This is an optimization exercise on Yosys and OpenROAD, whose aim is small area, a short achievable clock period and few clock cycles, not a production implementation. The RTL was checked by simulation tests, not by an equivalence proof against the original design.

File: design/flow/config.mk
export PLATFORM = sky130hd
export DESIGN_NAME = sha2_stream
export DESIGN_NICKNAME = sha2_stream
export VERILOG_FILES = /design/flow/design.v
export SDC_FILE = /design/flow/constraint.sdc
export NUM_CORES = 4
export LEC_CHECK = 0
export ABC_AREA = 1
export CAP_MARGIN = 20
export CORE_MARGIN = 2
export CORE_UTILIZATION = 60
export PLACE_DENSITY = 0.7
export SLEW_MARGIN = 20
File: design/flow/constraint.sdc
create_clock -name core_clock -period 10.0 [get_ports {clk}]
set_input_delay 2.0000 -clock core_clock [delete_from_list [all_inputs] [get_ports {clk}]]
set_output_delay 2.0000 -clock core_clock [all_outputs]
set_load 0.01 [all_outputs]
File: design/flow/design.v
module sha2_k (
    input  wire [5:0]  t,
    output reg  [31:0] k
);
    always @(*) begin
        case (t)
            6'd0:  k = 32'h428a2f98; 6'd1:  k = 32'h71374491; 6'd2:  k = 32'hb5c0fbcf; 6'd3:  k = 32'he9b5dba5;
            6'd4:  k = 32'h3956c25b; 6'd5:  k = 32'h59f111f1; 6'd6:  k = 32'h923f82a4; 6'd7:  k = 32'hab1c5ed5;
            6'd8:  k = 32'hd807aa98; 6'd9:  k = 32'h12835b01; 6'd10: k = 32'h243185be; 6'd11: k = 32'h550c7dc3;
            6'd12: k = 32'h72be5d74; 6'd13: k = 32'h80deb1fe; 6'd14: k = 32'h9bdc06a7; 6'd15: k = 32'hc19bf174;
            6'd16: k = 32'he49b69c1; 6'd17: k = 32'hefbe4786; 6'd18: k = 32'h0fc19dc6; 6'd19: k = 32'h240ca1cc;
            6'd20: k = 32'h2de92c6f; 6'd21: k = 32'h4a7484aa; 6'd22: k = 32'h5cb0a9dc; 6'd23: k = 32'h76f988da;
            6'd24: k = 32'h983e5152; 6'd25: k = 32'ha831c66d; 6'd26: k = 32'hb00327c8; 6'd27: k = 32'hbf597fc7;
            6'd28: k = 32'hc6e00bf3; 6'd29: k = 32'hd5a79147; 6'd30: k = 32'h06ca6351; 6'd31: k = 32'h14292967;
            6'd32: k = 32'h27b70a85; 6'd33: k = 32'h2e1b2138; 6'd34: k = 32'h4d2c6dfc; 6'd35: k = 32'h53380d13;
            6'd36: k = 32'h650a7354; 6'd37: k = 32'h766a0abb; 6'd38: k = 32'h81c2c92e; 6'd39: k = 32'h92722c85;
            6'd40: k = 32'ha2bfe8a1; 6'd41: k = 32'ha81a664b; 6'd42: k = 32'hc24b8b70; 6'd43: k = 32'hc76c51a3;
            6'd44: k = 32'hd192e819; 6'd45: k = 32'hd6990624; 6'd46: k = 32'hf40e3585; 6'd47: k = 32'h106aa070;
            6'd48: k = 32'h19a4c116; 6'd49: k = 32'h1e376c08; 6'd50: k = 32'h2748774c; 6'd51: k = 32'h34b0bcb5;
            6'd52: k = 32'h391c0cb3; 6'd53: k = 32'h4ed8aa4a; 6'd54: k = 32'h5b9cca4f; 6'd55: k = 32'h682e6ff3;
            6'd56: k = 32'h748f82ee; 6'd57: k = 32'h78a5636f; 6'd58: k = 32'h84c87814; 6'd59: k = 32'h8cc70208;
            6'd60: k = 32'h90befffa; 6'd61: k = 32'ha4506ceb; 6'd62: k = 32'hbef9a3f7; default: k = 32'hc67178f2;
        endcase
    end
endmodule
module sha2_round (
    input  wire [255:0] st_in,    
    input  wire [31:0]  p,
    output wire [255:0] st_out
);
    wire [31:0] a = st_in[255:224];
    wire [31:0] b = st_in[223:192];
    wire [31:0] c = st_in[191:160];
    wire [31:0] d = st_in[159:128];
    wire [31:0] e = st_in[127:96];
    wire [31:0] f = st_in[95:64];
    wire [31:0] g = st_in[63:32];
    wire [31:0] big_s0 = {a[1:0], a[31:2]} ^ {a[12:0], a[31:13]} ^ {a[21:0], a[31:22]};
    wire [31:0] big_s1 = {e[5:0], e[31:6]} ^ {e[10:0], e[31:11]} ^ {e[24:0], e[31:25]};
    wire [31:0] ch     = (e & f) ^ (~e & g);
    wire [31:0] maj    = (a & b) ^ (a & c) ^ (b & c);
    function [63:0] csa(input [31:0] x, input [31:0] y, input [31:0] z);
        csa = {x ^ y ^ z, ((x & y) | (x & z) | (y & z)) << 1};
    endfunction
    wire [63:0] a1 = csa(p, ch, maj);
    wire [63:0] a2 = csa(big_s0, big_s1, a1[63:32]);
    wire [63:0] a3 = csa(a2[63:32], a2[31:0], a1[31:0]);
    wire [31:0] a_new = a3[63:32] + a3[31:0];
    wire [63:0] e1 = csa(p, ch, d);
    wire [63:0] e2 = csa(e1[63:32], e1[31:0], big_s1);
    wire [31:0] e_new = e2[63:32] + e2[31:0];
    assign st_out = {a_new, a, b, c, e_new, e, f, g};
endmodule
module sha2_stream (
    input  wire         clk,
    input  wire         rst,           
    input  wire         in_valid,
    output wire         in_ready,
    input  wire [31:0]  in_data,
    input  wire [2:0]   in_nbytes,     
    input  wire         in_last,
    input  wire         in_sha224,     
    output wire         out_valid,
    input  wire         out_ready,
    output wire [255:0] out_digest
);
    localparam integer FB = 7;         
    localparam [2:0] S_IDLE = 3'd0,    
                     S_P1   = 3'd1,    
                     S_P2   = 3'd2,    
                     S_RND  = 3'd3,
                     S_UPD  = 3'd4,
                     S_OUT  = 3'd5;
    localparam [255:0] IV_256 = {32'h6a09e667, 32'hbb67ae85, 32'h3c6ef372, 32'ha54ff53a,
                                 32'h510e527f, 32'h9b05688c, 32'h1f83d9ab, 32'h5be0cd19};
    localparam [255:0] IV_224 = {32'hc1059ed8, 32'h367cd507, 32'h3070dd17, 32'hf70e5939,
                                 32'hffc00b31, 32'h68581511, 32'h64f98fa7, 32'hbefa4fa4};
    integer i;
    reg [8*FB-1:0] fb;         
    reg [2:0]   cnt;           
    reg         lastin;        
    reg         first;         
    reg         nxt224;        
    reg         padz;          
    reg         lenblk;        
    reg [3:0]   widx;          
    reg [19:0]  mlen;          
    reg [2:0]   state;
    reg [5:0]   t;
    reg [5:0]   kn;            
    reg [31:0]  kr;            
    reg         fin;           
    reg         got0;          
    reg         got1;          
    reg         newmsg;        
    reg         m224;          
    reg         cur224;        
    reg         rdy_q;         
    reg         outv_q;        
    reg [31:0]  a, b, c, d, e, f, g, h;
    reg [31:0]  p;             
    reg [31:0]  x [0:15];      
    reg [31:0]  xs0;           
    reg [31:0]  ha [0:3];      
    reg [31:0]  he [0:3];
    wire        data_av = cnt[2];                  
    wire        w_av    = padz | data_av | lastin;
    wire [31:0] fhead   = fb[8*FB-1 -: 32];
    reg  [31:0] padw;
    always @(*) begin
        case (cnt[1:0])
            2'd0: padw = 32'h80000000;
            2'd1: padw = {fhead[31:24], 24'h800000};
            2'd2: padw = {fhead[31:16], 16'h8000};
            default: padw = {fhead[31:8], 8'h80};
        endcase
    end
    wire        len_w  = padz & lenblk & (widx == 4'd15);
    wire [31:0] word   = padz ? (len_w ? {9'b0, mlen, 3'b0} : 32'h0)
                       : (data_av ? fhead : padw);
    function want_of(input [2:0] s, input [5:0] tt, input fn, input g0, input g1);
        want_of = (s == S_IDLE) | (s == S_P1) | (s == S_P2) |
                  ((s == S_RND) & ((tt <= 6'd13) | ((tt == 6'd63) & ~fn))) |
                  ((s == S_UPD) & (g0 | fn)) | ((s == S_OUT) & ~(g0 & g1));
    endfunction
    reg  f_rnd, f_upd, f_p2, f_early, f_usew, f_ring, f_want;
    wire in_rnd = f_rnd;
    wire want   = f_want;
    wire take   = want & w_av;
    wire adv    = ~(f_early & ~w_av);                  
    assign in_ready = rdy_q;
    wire        accept = in_valid & rdy_q;
    wire [2:0]  nb     = (in_nbytes > 3'd4) ? 3'd4 : in_nbytes;
    wire        popd   = take & ~padz & data_av;
    wire        popz   = take & ~padz & ~data_av;    
    wire [2:0]  base   = popd ? cnt - 3'd4 : (popz ? 3'd0 : cnt);
    wire [8*FB-1:0] fsh = popd ? {fb[8*FB-33:0], 32'b0} : fb;
    wire [3:0]  nbm = (nb == 3'd0) ? 4'b0000 : (nb == 3'd1) ? 4'b1000 :
                      (nb == 3'd2) ? 4'b1100 : (nb == 3'd3) ? 4'b1110 : 4'b1111;
    wire [8*FB-1:0] ins = {in_data, 24'b0} >> (8 * base[1:0]);
    wire [FB-1:0]   wm  = accept ? ({nbm, 3'b0} >> base[1:0]) : {FB{1'b0}};
    reg  [8*FB-1:0] fnext;
    always @(*) begin
        for (i = 0; i < FB; i = i + 1)
            fnext[8*FB-1-8*i -: 8] = wm[FB-1-i] ? ins[8*FB-1-8*i -: 8] : fsh[8*FB-1-8*i -: 8];
    end
    reg [2:0]  cnt_n;
    reg        lastin_n, padz_n, lenblk_n;
    always @(*) begin
        cnt_n    = base + (accept ? nb : 3'd0);
        lastin_n = lastin;
        padz_n   = padz;
        lenblk_n = lenblk;
        if (accept & in_last)
            lastin_n = 1'b1;
        if (take) begin
            if (padz) begin
                if (widx == 4'd15) begin
                    if (lenblk) begin
                        padz_n   = 1'b0;
                        lenblk_n = 1'b0;
                    end else
                        lenblk_n = 1'b1;
                end
            end else if (!data_av) begin
                padz_n   = 1'b1;
                lenblk_n = (widx != 4'd14);
                lastin_n = 1'b0;
            end
        end
        if (rst) begin
            cnt_n    = 3'd0;
            lastin_n = 1'b0;
            padz_n   = 1'b0;
            lenblk_n = 1'b0;
        end
    end
    reg [2:0]  state_n;
    reg [5:0]  t_n;
    reg        fin_n, got0_n, got1_n, newmsg_n;
    always @(*) begin
        state_n  = state;
        t_n      = t;
        fin_n    = fin;
        got0_n   = got0;
        got1_n   = got1;
        newmsg_n = newmsg;
        case (state)
        S_IDLE: if (take) begin
            newmsg_n = 1'b1;
            state_n  = S_P2;
        end
        S_P1: if (take) state_n = S_P2;
        S_P2: if (take) state_n = S_RND;
        S_RND: if (adv) begin
            newmsg_n = 1'b0;
            t_n = t + 6'd1;
            if (take & len_w)
                fin_n = 1'b1;
            if (t == 6'd63) begin
                got0_n  = take;
                state_n = S_UPD;
            end
        end
        S_UPD: begin
            if (fin) begin
                fin_n   = 1'b0;
                state_n = S_OUT;
                if (take) begin
                    got0_n   = 1'b1;
                    newmsg_n = 1'b1;
                end
            end else if (!got0)
                state_n = S_P1;
            else if (take)
                state_n = S_RND;
            else
                state_n = S_P2;
        end
        S_OUT: begin
            if (take) begin
                if (!got0) begin
                    got0_n   = 1'b1;
                    newmsg_n = 1'b1;
                end else
                    got1_n   = 1'b1;
            end
            if (out_ready) begin
                got0_n  = 1'b0;
                got1_n  = 1'b0;
                state_n = (got1 | (got0 & take)) ? S_RND : ((got0 | take) ? S_P2 : S_IDLE);
            end
        end
        default: state_n = S_IDLE;
        endcase
        if (rst) begin
            state_n  = S_IDLE;
            t_n      = 6'd0;
            fin_n    = 1'b0;
            got0_n   = 1'b0;
            got1_n   = 1'b0;
            newmsg_n = 1'b0;
        end
    end
    always @(posedge clk) begin
        fb     <= fnext;
        cnt    <= cnt_n;
        lastin <= lastin_n;
        padz   <= padz_n;
        lenblk <= lenblk_n;
        state  <= state_n;
        t      <= t_n;
        fin    <= fin_n;
        got0   <= got0_n;
        got1   <= got1_n;
        newmsg <= newmsg_n;
        rdy_q  <= ~lastin_n & (~cnt_n[2] | (want_of(state_n, t_n, fin_n, got0_n, got1_n) & ~padz_n));
        f_want  <= want_of(state_n, t_n, fin_n, got0_n, got1_n);
        f_rnd   <= (state_n == S_RND);
        f_upd   <= (state_n == S_UPD);
        f_p2    <= (state_n == S_P2);
        f_early <= (state_n == S_RND) & (t_n <= 6'd13);
        f_usew  <= (state_n != S_RND) | (t_n <= 6'd13) | (t_n == 6'd63);
        f_ring  <= ((state_n == S_RND) & (t_n >= 6'd61)) | (state_n == S_UPD);
        outv_q <= (state_n == S_OUT);
        if (rst) begin
            first <= 1'b1;
            widx  <= 4'd0;
            mlen  <= 20'd0;
        end else begin
            if (accept) begin
                first <= in_last;
                if (first) nxt224 <= in_sha224;
            end
            if (take) begin
                widx <= widx + 4'd1;
                if (padz) begin
                    if (len_w)
                        mlen <= 20'd0;
                end else if (data_av)
                    mlen <= mlen + 20'd4;
                else
                    mlen <= mlen + {18'b0, cnt[1:0]};
            end
        end
    end
    wire [255:0] st_next;
    sha2_round u_round (
        .st_in ({a, b, c, d, e, f, g, h}),
        .p     (p),
        .st_out(st_next)
    );
    wire        p_ld = (in_rnd & adv) | ((f_p2 | (f_upd & ~fin) | ((state == S_OUT) & got0)) & take);
    wire [5:0]  kn_n = rst ? 6'd0 : (p_ld ? ((in_rnd && kn == 6'd0) ? 6'd0 : kn + 6'd1) : kn);
    wire [31:0] k_t;
    sha2_k u_k (.t(kn_n), .k(k_t));
    function [31:0] sm_s0(input [31:0] v);
        sm_s0 = {v[6:0], v[31:7]} ^ {v[17:0], v[31:18]} ^ (v >> 3);
    endfunction
    wire [31:0] sm_s1 = {x[14][16:0], x[14][31:17]} ^ {x[14][18:0], x[14][31:19]} ^ (x[14] >> 10);
    wire [63:0] w1 = {x[9] ^ xs0 ^ x[0], ((x[9] & xs0) | (x[9] & x[0]) | (xs0 & x[0])) << 1};
    wire [63:0] w2 = {w1[63:32] ^ w1[31:0] ^ sm_s1,
                      ((w1[63:32] & w1[31:0]) | (w1[63:32] & sm_s1) | (w1[31:0] & sm_s1)) << 1};
    wire [31:0] w_sch = w2[63:32] + w2[31:0];
    wire        use_w = f_usew;
    wire [31:0] x_in  = use_w ? word : w_sch;
    wire [31:0] ph     = in_rnd ? g : (f_upd ? he[2] : h);
    wire [31:0] p_next = ph + kr + x[15];
    wire [31:0] sum_a = ha[3] + a;
    wire [31:0] sum_e = he[3] + e;
    wire        ring  = f_ring;
    wire        start_msg = ((state == S_IDLE) | ((state == S_OUT) & ~got0) | (f_upd & fin)) & take;
    wire        ring_iv   = in_rnd & newmsg;
    wire        x_en      = (in_rnd & adv) | take;
    wire        ld_rnd  = in_rnd & adv;
    wire        ld_upd  = f_upd & ~start_msg;
    wire        ld_iv   = start_msg;
    wire        ld_hold = ~(ld_rnd | ld_upd | ld_iv);
    wire [255:0] st_iv  = nxt224 ? IV_224 : IV_256;
    wire [255:0] st_upd = {sum_a, ha[0], ha[1], ha[2], sum_e, he[0], he[1], he[2]};
    wire [255:0] st_n   = ({256{ld_rnd}} & st_next) | ({256{ld_upd}} & st_upd) |
                          ({256{ld_iv}} & st_iv) | ({256{ld_hold}} & {a, b, c, d, e, f, g, h});
    wire [31:0]  p_n    = ({32{p_ld}} & p_next) | ({32{~p_ld}} & p);
    always @(posedge clk) begin
        if (x_en) begin
            for (i = 0; i < 15; i = i + 1)
                x[i] <= x[i + 1];
            x[15] <= x_in;
            xs0   <= sm_s0(x[2]);
        end
        {a, b, c, d, e, f, g, h} <= st_n;
        p <= p_n;
        if (ring) begin
            ha[0] <= sum_a; ha[1] <= ha[0]; ha[2] <= ha[1]; ha[3] <= ha[2];
            he[0] <= sum_e; he[1] <= he[0]; he[2] <= he[1]; he[3] <= he[2];
        end else if (ring_iv) begin
            {ha[0], ha[1], ha[2], ha[3], he[0], he[1], he[2], he[3]} <= m224 ? IV_224 : IV_256;
        end
        kn <= kn_n;
        kr <= k_t;
        if (start_msg)
            m224 <= nxt224;
        if (ring_iv)
            cur224 <= m224;
    end
    assign out_valid  = outv_q;
    assign out_digest = {ha[0], ha[1], ha[2], ha[3], he[0], he[1], he[2],
                         cur224 ? 32'h0 : he[3]};
endmodule
File: design/flow/flow/run.sh
#!/bin/bash
# Layout flow: the standard flow (standard.sh, unchanged synthesis,
# floorplan, power grid and tap cells) with these changes:
#  - repair_timing aims at a larger setup margin (SETUP_SLACK_MARGIN), so it
#    upsizes the cells of the round's critical paths further;
#  - the port buffers are buf_2 cells instead of the default pick;
#  - clock tree: clkbuf_8/clkbuf_4 buffers and no dummy loads.
# Every tool's output goes to logs in this folder (make's to flow_make.log;
# ORFS keeps its per-step logs under orfs/logs/).
set -euo pipefail
export SETUP_SLACK_MARGIN=5.5
export BUFFER_PORTS_ARGS="-buffer_cell sky130_fd_sc_hd__buf_2"
export CTS_ARGS="-sink_clustering_enable -repair_clock_nets -dont_use_dummy_load -buf_list {sky130_fd_sc_hd__clkbuf_8 sky130_fd_sc_hd__clkbuf_4}"
bash standard.sh finish > flow_make.log 2>&1
File: design/flow/standard.sh
#!/bin/bash
# synth_recipe.tcl (not shown) runs the flow's synth.tcl, then flattens the netlist and writes it again
# the make line also repeats each setting of config.mk as NAME=value (left out here)
make -C /OpenROAD-flow-scripts/flow DESIGN_CONFIG=/design/flow/config.mk WORK_HOME=/design/flow/orfs CLKGATE_MAP_FILE= SYNTH_SCRIPT=/design/flow/synth_recipe.tcl "${@:-finish}"
==> results of run 1 <==
[how the worst max path moves through the flow]
stage | from | end | slack [ns] | cells after the start
finish | e[26] | a[30] | 5.50 | 17
global route | e[23] | a[27] | 5.37 | 19
CTS | f_upd | register | 5.47 | 18
detailed placement | rst | kr[18] | 4.09 | 13
global placement | rst | kr[18] | 4.15 | 13
floorplan | padz | x[0][0] | 5.69 | 8
[critical path: stages, from the launching register on]
cell	delay, ns
dfxtp_1	0.48
inv_2	0.17
or2_2	0.30
o21ai_0	0.11
buf_4	0.24
fa_1	0.45
fa_1	0.54
inv_1	0.05
fa_1	0.38
ha_1	0.39
a21o_1	0.19
a21oi_1	0.12
nor2_1	0.06
nor4_2	0.33
nand2_1	0.09
nand2_1	0.07
nand3_1	0.23
nand3b_1	0.19
[area by class of cell]
| cell class | count | area share (%) |
|---|---|---|
| sequential | 1238 | 46.1 |
| multi-input combinational | 4615 | 40.0 |
| inverter | 923 | 4.75 |
| clock buffer | 197 | 3.69 |
| timing repair buffer | 370 | 2.88 |
| tap | 1512 | 2.58 |
| antenna | 2 | 0.00682 |
[routing by layer]
layer,global-route usage (%),vias to the layer above,share of wire (%)
li1,-,24100,-
met1,57.2,26400,38
met2,61.7,4101,43
met3,10.2,795,13
met4,20.6,2,6.0
met5,0,-,0.0049
[repair_timing]
item | in CTS | in global routing
setup endpoints to repair | 95 | 149
cloned | 0 | 2
buffers inserted | 6 | 13
gates resized for setup | 131 | 130
pin swaps | 1 | 15
[registers in the layout, summed over array words and instances (netlist names), 32 cells and up, named ones only]
register and flops:
x 512, ha 128, he 128, fb 56, a 32, b 32
c 32, d 32, e 32, f 32, g 32, h 32
kr 32, xs0 32
[per-stage QoR]
step | util (%) | cell area (µm²) | setup WS (ns) | hold WS, ns
final | 64.4 | 73400 | 5.50 | 0.353
after global routing | 64.4 | 73400 | 5.37 | 0.357
after CTS | 64.0 | 72900 | 5.47 | 0.352
after detailed placement | 61.4 | 69900 | 4.09 | 0.405
after global placement | 61.4 | 69900 | 4.15 | 0.400
after floorplan | - | 68600 | 5.69 | 0.400
[synthesized netlist by cell type, types with 46 or more instances]
master     count
a21oi_1      377
buf_2         46
buf_4        195
clkbuf_1     175
dfxtp_1      347
edfxtp_1     891
fa_1         253
ha_1         211
inv_1        901
nand2_1     1583
nand3_1      328
nand4_1       85
nor2_1       367
o2111ai_1     93
o211ai_1      56
o21ai_0      458
or2_2         92
xnor2_1      195
xor2_1       146
[logic make-up after synthesis]
group | synth area share, %
flops | 49.2
buf+inv | 8.66
compound gates | 10.5
xor+xnor | 4.40
mux | 0.117
simple gates | 15.9
fa+ha+maj | 11.2
==> results_dict.tcl, run 1 <==
set metrics [dict create \
    slew_viol_final 0 \
    rows 124 \
    worstMarginPinSlew_ns 1.10 \
    grt_pass1_wl_um 353000 \
    antenna_found_initial 3 \
    fin_setup_tns_ns 0 \
    syn_to_final_growth_pct 7.07 \
    max_freq_mhz 222 \
    layout_commonest_cell "nand2_1" \
    cts_root_buffer "clkbuf_8" \
    ios 299 \
    cts_made_buffers 197 \
    postSynthAreaPerCell_um2 9.51 \
    finalNonFillerCells 8857 \
    clock_skew_ns 0.119 \
    vias 55300 \
    synthFlopType "edfxtp_1" \
    synth-edff-count 891 \
    first_pass_iters 7 \
    post_drt_wl_per_cell_um 27.9 \
    fin_crit_sh_pct 45.0 \
    syn-num-nets 7716 \
    ys_ff_latch 1238 \
    layout_min_cycle_time_ns 4.50 \
    r2r_start "e[26]" \
    tritoncts "done" \
    async_flop_share_pct 0 \
    die_x_um 342 \
    wl_um 247000 \
    status "no timing/DRC/antenna violations" \
    gp_congestion 1.03 \
    hold_end "x[2][5]" \
    dp_cells 8637 \
    io_buffers 298 \
    synth.distinct_cells 62 \
    syn_area_um2 68500 \
    layout-drive-gt1-share_pct 11.9 \
    fillers 9110 \
    synthCells 7211 \
    crit_required_ns 10.79 \
    clk_pin_slew_ns 0.06 \
    clk-insertion-delay-late_ns 0.93 \
    hold_viol 0 \
    design.die.area_um2 117000 \
    r2r_end "a[30]" \
    synth_top_area_share_pct 39.0 \
    synth_top_cells_by_area "edfxtp_1 (39%), dfxtp_1 (10%), nand2_1 (8.7%), fa_1 (7.4%), inv_1 (4.9%)" \
    viasPerCell 6.25 \
    cts_buffer_depth 3 \
    path_class "register to register" \
    maxSlewHeadroom_pct 26.9 \
    drtIter0Drc 8369 \
    hold_depth 0 \
    core_area_um2 114000 \
    final_cell_mix "nand2_1 (1577), inv_1 (892), edfxtp_1 (891)" \
    grt_overflow 0 \
    hp-class "register to register" \
    start_util_pct 60.2 \
    yosysSeqAreaShare_pct 49.2 \
    reg2reg_depth 17 \
    start_kind "register" \
    cp_max_fo 7 \
    r2r_slack_ns 5.50 \
    hold_buffers 0 \
    grt_max_degree 178 \
    drc 0 \
    cp.arrival_ns 5.29 \
    grt_pass1_vias 52400 \
    min_from "x[3][5]" \
    track_usage_pct 41.5 \
    finalSetupViolCount 0 \
    regArea_um2 33800 \
    cap_violations 0 \
    ant_nets 0 \
    end_kind "register" \
    rsz0062_at_grt "true" \
    multi_input_area_um2 29400 \
    yosys.area.top_type "edfxtp_1" \
    hpwlAfterDp_um 185000 \
    htreeDepth 4 \
    yosysWarnings 6 \
    cts.sinks 1238 \
    nNetsFinal 7850 \
    die_h_um 342 \
]
Testbench counts, summed over its fixed seeds: cycles 132,131.
==> run 2: changes to the inputs <==
--- a/design/flow/flow/run.sh
+++ b/design/flow/flow/run.sh
@@ -9,5 +9,5 @@
 # ORFS keeps its per-step logs under orfs/logs/).
 set -euo pipefail
-export SETUP_SLACK_MARGIN=5.5
+export SETUP_SLACK_MARGIN=6
 export BUFFER_PORTS_ARGS="-buffer_cell sky130_fd_sc_hd__buf_2"
 export CTS_ARGS="-sink_clustering_enable -repair_clock_nets -dont_use_dummy_load -buf_list {sky130_fd_sc_hd__clkbuf_8 sky130_fd_sc_hd__clkbuf_4}"
==> run 2 against run 1 <==
Compared with the run above:
- sequential cell count is the same
- largest cell class unchanged
- critical path type unchanged
- final area up 4.0%
- register-to-register slack gained 0.48 ns
- setup slack gained 0.48 ns
- synthesized area stayed put
- cell count grew 1.3%
- sequential share of layout area down 1.6 points
- clock skew up 0.017 ns
- clock-buffer cell count is 4 higher
- die area stayed put
- still clean on timing, DRC and antenna
- synthesized cell count stayed put
==> results_dict.tcl, run 2 <==
set metrics [dict create \
    drtIter0Drc 8450 \
    r2r_end "a[22]" \
    cts_made_buffers 201 \
    viasPerCell 6.23 \
    hp-class "register to register" \
    synthCells 7211 \
    hpwlAfterDp_um 180000 \
    fillers 8687 \
    end_kind "register" \
    synth_common_cells "nand2_1 (1583), inv_1 (901), edfxtp_1 (891)" \
    clk_pin_slew_ns 0.06 \
    min_from "x[12][2]" \
    async_flop_share_pct 0 \
    design.die.area_um2 117000 \
    rsz0062_at_grt "true" \
    syn-num-nets 7716 \
    postSynthAreaPerCell_um2 9.51 \
    critPathBufInv 1 \
    first_pass_iters 7 \
    largest_register_ffs 512 \
    clk-insertion-delay-late_ns 1.01 \
    ios 299 \
    path_class "register to register" \
    hold_viol 0 \
    r2r_slack_ns 5.98 \
    post_drt_wl_per_cell_um 27.6 \
    die_h_um 342 \
    crit_chain "buf_12 -> xnor2_1 -> xor2_2 -> fa_1 -> fa_1 -> ha_4 -> nand2_1 -> nor4_4 -> nand3_2 -> nand3_2 -> a21oi_1 -> o21ai_1 -> o211ai_1" \
    r2r_start "e[17]" \
    grt_overflow 0 \
    slowest_stage "fa_1" \
    cts.sinks 1238 \
    yosysSeqAreaShare_pct 49.2 \
    synth_top_area_share_pct 39.0 \
    hold_end "x[11][2]" \
    yosys.area.top_type "edfxtp_1" \
    top_regs "x (512), ha (128), he (128)" \
    cp_top_family "adder cells" \
    nNetsFinal 7962 \
    synthFlopType "edfxtp_1" \
    crit_required_ns 10.79 \
    regMostFlops "x" \
    rows 124 \
    tritoncts "done" \
    max_freq_mhz 249 \
    track_usage_pct 41.2 \
    syn_area_um2 68500 \
    htreeDepth 4 \
    hold_buffers 0 \
    reg2reg_depth 13 \
    synth-edff-count 891 \
    antenna_found_initial 8 \
    layout-drive-gt1-share_pct 17.3 \
    io_buffers 298 \
    synth.most_common_cell "nand2_1" \
    layout_min_cycle_time_ns 4.02 \
    cap_violations 0 \
    synth.distinct_cells 62 \
    core_area_um2 114000 \
    layout_commonest_cell "nand2_1" \
    vias 55900 \
    wl_um 247000 \
    cp_slowest_stage_delay_ns 0.54 \
    finalSetupViolCount 0 \
    clock_skew_ns 0.136 \
    syn_to_final_growth_pct 11.4 \
    fin_setup_tns_ns 0 \
    ant_nets 0 \
    die_x_um 342 \
    start_kind "register" \
    start_util_pct 60.2 \
    cp.arrival_ns 4.81 \
    cts_buffer_depth 3 \
    drc 0 \
    grt_pass1_wl_um 350000 \
    grt_pass1_vias 52500 \
    yosysWarnings 6 \
    hold_depth 0 \
    worstMarginPinSlew_ns 1.25 \
    grt_max_degree 185 \
    slew_viol_final 0 \
    cp_max_fo 5 \
    post-route-util_pct 67.1 \
    fin_crit_sh_pct 40.2 \
    gp_congestion 1.07 \
    ys_ff_latch 1238 \
    cts_root_buffer "clkbuf_8" \
    synth_top_cells_by_area "edfxtp_1 (39%), dfxtp_1 (10%), nand2_1 (8.7%), fa_1 (7.4%), inv_1 (4.9%)" \
    status "no timing/DRC/antenna violations" \
    maxSlewHeadroom_pct 15.5 \
    final_cell_mix "nand2_1 (1540), edfxtp_1 (891), inv_1 (858)" \
]
## run 2: how the worst max path moves through the flow
stage / startpoint / to / slack (ns) / cells after the start
final: e[17] / a[22] / 5.98 / 13
after CTS: e[5] / a[20] / 5.98 / 17
after global routing: c[29] / a[31] / 5.90 / 18
after global placement: rst / kr[13] / 3.87 / 10
after detailed placement: rst / kr[13] / 3.89 / 10
after floorplan: padz / x[0][0] / 6.04 / 8
## run 2: cell type report
class | instances | area [µm²] | area share [%]
well taps | 1512 | 1890 | 2.48
clock buffers | 201 | 2770 | 3.62
inverters | 923 | 3530 | 4.62
flip-flops and latches | 1238 | 34000 | 44.5
multi-input cells | 4620 | 31100 | 40.8
diodes | 5 | 12.5 | 0.0164
repair buffers | 473 | 3060 | 4.01
## run 2: metrics by stage
step | setup WS, ns | cells | cell area [µm²] | hold WS [ns]
2_1_floorplan | 6.04 | 7211 | 68600 | 0.400
6_report | 5.98 | 8972 | 76400 | 0.345
3_3_place_gp | 3.87 | 8632 | 69900 | 0.400
3_5_place_dp | 3.89 | 8632 | 69900 | 0.405
4_1_cts | 5.98 | 8898 | 74700 | 0.328
5_1_grt | 5.90 | 8971 | 76400 | 0.333
## run 2: cell families after synthesis
family	synth area share, %
compound gates	10.5
xor+xnor	4.40
fa+ha+maj	11.2
buf+inv	8.66
flops	49.2
mux	0.117
simple gates	15.9
## run 2: what timing repair did
action,in CTS,in global routing
pin swaps,63,144
gates resized for setup,471,301
endpoints found under the setup margin,266,149
setup buffers,60,64
cloned,5,5
## run 2: layer usage
layer  up-vias  share of wire (%)  wire [µm]  GRT usage [%]
met5         -              0.031         76              0
met2      3941                 43     106000           61.0
met4         4                6.1      15100           18.7
li1      24300                  -          -              -
met3       777                 12      30800           9.32
met1     26900                 39      95800           58.2

-- re-timing with driven ports --
Ports are ideal in the flow. The routed layouts listed here were re-timed in OpenROAD.
Step 1, drivers: a clkbuf_16 drives clk and a buf_2 each remaining input, both assumed.
Step 2 adds t to the input delays and takes it off the output delays; t is the mean of the earliest and latest rising clock arrival at the registers after step 1. Input paths then give back, and output paths get back, about the clock's delay inside the block.
Three values: ideal ports, drivers, drivers and shift; two values: the first two.
| run | shift t [ns] | slack for setup (ns) | hold slack, ns |
|---|---|---|---|
| run 1 | 0.939 | 5.500 / 5.500 / 4.898 | 0.353 / 0.353 / 0.353 |
| run 2 | 1.010 | 5.979 / 5.979 / 5.147 | 0.345 / 0.345 / 0.345 |
After both steps every run listed still meets setup and hold. The setup slack of run 2, which loses most, moves by 0.000 ns with the drivers and by -0.832 ns with both steps.
